Context: an optimization exercise on an open-source flow, tuned for small area, a short achievable clock period and few clock cycles per item. The choices shown serve that exercise and are no tape-out recipe.
In this exercise RTL edits were held to simulation tests only and were not proved equivalent to the original.

job 9726:
Design ncq_dither, start of the top module:
module ncq_dither #(
    parameter MAXW = 32
) (
    input  wire        clk,
    input  wire        rst,           
    input  wire        start,
    output wire        busy,
    input  wire [1:0]  kind,          
    input  wire [7:0]  strength,      
    input  wire        has_t,         
    input  wire [15:0] img_w,
    input  wire [15:0] img_h,
    input  wire [31:0] nseed,
    input  wire        in_valid,
    output wire        in_ready,
    input  wire [31:0] in_pixel,
    output wire        out_valid,
    input  wire        out_ready,
    output wire [31:0] out_pixel,
    output wire [14:0] lut_addr,
    input  wire [7:0]  lut_data,
    output wire [7:0]  pal_addr,
    input  wire [31:0] pal_data
);
For scale: ~9000 cells after synthesis, roughly 210 I/O pins, ~0.096 mm2 of cells after synthesis.
export LEC_CHECK = 0
export CAP_MARGIN = 20
export CORE_MARGIN = 2
export CORE_UTILIZATION = 55
export CTS_CLUSTER_DIAMETER = 80
export CTS_CLUSTER_SIZE = 25
export PLACE_DENSITY = 0.7
export SLEW_MARGIN = 20
create_clock -name core_clock -period 21.0 [get_ports {clk}]
standard.sh (not shown) runs the stock make flow with config.mk's settings and CLKGATE_MAP_FILE= SYNTH_SCRIPT=/design/flow/synth_recipe.tcl, a recipe that flattens the netlist after the stock synthesis.
==> flow/flow/run.sh <==
#!/bin/bash
set -euo pipefail

MARGIN=12.5

# standard synthesis, unchanged
bash standard.sh synth > synth.log 2>&1

# the rest of the standard layout, with the setup margin
sed 's|"${@:-finish}"|SETUP_SLACK_MARGIN='"$MARGIN"' BUFFER_PORTS_ARGS="-buffer_cell sky130_fd_sc_hd__buf_1" "${@:-finish}"|' standard.sh > standard_margin.sh
grep -q "SETUP_SLACK_MARGIN=$MARGIN" standard_margin.sh
bash standard_margin.sh > layout.log 2>&1
Having completed the whole flow, job 9726 delivered a layout that passed the timing, DRC and antenna checks.
Testbench counts of job 9726, summed over its fixed seeds: cycles 20,528, pixels 8,192.
## Diff of input files: job 9278 against job 9726
- swapping 55 for 40 in CORE_UTILIZATION
- clearing CTS_CLUSTER_DIAMETER, which used to be 80
- swapping 0.7 for 0.6 in PLACE_DENSITY
- clearing CTS_CLUSTER_SIZE, which used to be 25
==> flow/flow/run.sh <==
#!/bin/bash
set -euo pipefail

MARGIN=12.5

# standard synthesis, unchanged
bash standard.sh synth > synth.log 2>&1

# the rest of the standard layout, with the setup margin
sed 's|"${@:-finish}"|SETUP_SLACK_MARGIN='"$MARGIN"' "${@:-finish}"|' standard.sh > standard_margin.sh
grep -q "SETUP_SLACK_MARGIN=$MARGIN" standard_margin.sh
bash standard_margin.sh > layout.log 2>&1
[summary]
Per the final summary, job 9278 finished and its layout is clean on timing, DRC and antenna.
As far as area fraction in compound gates after synthesis goes, job 9726 and job 9278 are indistinguishable; the numbers are identical.
Job 9278 vs job 9726, worst-path maximum fanout went down by 2.
Fraction of area in non-clock buffers sits higher in job 9278 than in job 9726.
Proportion of cell area spent on the clock network: job 9278 vs job 9726 up 2.9 points
Relative to job 9726, area growth from synthesis to final layout increased by 6.0 points in job 9278.
Summary of job 9278 over job 9726: vertical die dimension now sits higher; sequential cell area share now sits lower.
Input-level comparison between job 5873 and job 9278:
- an added CTS_CLUSTER_SIZE of 20
- a change of CORE_UTILIZATION from 40 to 55
- a change of PLACE_DENSITY from 0.6 to 0.7
- an added CTS_CLUSTER_DIAMETER of 60
==> flow/flow/run.sh <==
#!/bin/bash
set -euo pipefail

MARGIN=12.5

# standard synthesis, unchanged
bash standard.sh synth > synth.log 2>&1

# the rest of the standard layout, with the setup margin
sed 's|"${@:-finish}"|SETUP_SLACK_MARGIN='"$MARGIN"' BUFFER_PORTS_ARGS="-buffer_cell sky130_fd_sc_hd__buf_1" "${@:-finish}"|' standard.sh > standard_margin.sh
grep -q "SETUP_SLACK_MARGIN=$MARGIN" standard_margin.sh
bash standard_margin.sh > layout.log 2>&1
[summary]
- The first-pass GRT wire length number comes out higher for job 9278 vs job 5873.
- Transition time of the tightest slew-check pin in job 5873 is 0.024 ns above job 9278.
- Summary of the comparison: global-route total usage across every layer is higher in job 5873, relative to job 9278.
- Changes observed in job 5873 relative to job 9278: total routed wire length on the met1 layer decreased 10%.
diff inputs: job 5873 => job 1628
- CTS_CLUSTER_SIZE changed from 20 to 30
- CTS_CLUSTER_DIAMETER changed from 60 to 100
==> flow/flow/run.sh <==
#!/bin/bash
set -euo pipefail

MARGIN=12.5

# standard synthesis, unchanged
bash standard.sh synth > synth.log 2>&1

# the rest of the standard layout, with the setup margin
sed 's|"${@:-finish}"|SETUP_SLACK_MARGIN='"$MARGIN"' "${@:-finish}"|' standard.sh > standard_margin.sh
grep -q "SETUP_SLACK_MARGIN=$MARGIN" standard_margin.sh
bash standard_margin.sh > layout.log 2>&1
### Flow results
Job 1628: full flow OK, the timing, DRC and antenna checks passed
The met3 track utilization from global routing number comes out higher for job 5873 vs job 1628.
The overall fraction of global-route tracks in use number comes out lower for job 5873 vs job 1628.
Diff job 5873 -> job 1628 | post-CTS setup-driven buffer insertion count | up by more than a quarter
As of job 1628, number of fillers in the final layout had risen slightly compared to job 5873.
Pre-CTS setup slack in job 1628 is 0.38 ns below job 5873.
Re non-clock buffer count: job 5873 was lower than job 1628.

## re-timing with driven ports
The flow's constraints put no driver on any port. The routed layouts listed below were extracted and timed again, unchanged, in two steps.
Step 1: set_driving_cell puts a clkbuf_16 on clk and a buf_2 on each other input, an assumption about the parent block.
Step 2 also shifts input and output timing later by t, the mid clock arrival at the registers, as if the neighbouring blocks saw the same clock.
Three values: ideal, step 1, step 2; two values: the first two.
| run | t (ns) | slack for setup (ns) | latest minus earliest clock arrival (ns) |
|---|---|---|---|
| job 9726 | 0.881 | 12.163 / 12.111 / 11.497 | 0.080 / 0.080 |
| job 9278 | 0.935 | 12.176 / 12.114 / 11.484 | 0.095 / 0.095 |
| job 5873 | 0.899 | 12.169 / 12.106 / 11.491 | 0.072 / 0.071 |
| job 1628 | 0.885 | 12.188 / 12.108 / 11.532 | 0.071 / 0.071 |
After both steps setup and hold are still met in every run listed. The setup slack of job 9278, which loses most, moves by -0.062 ns with the drivers and by -0.692 ns with both steps.
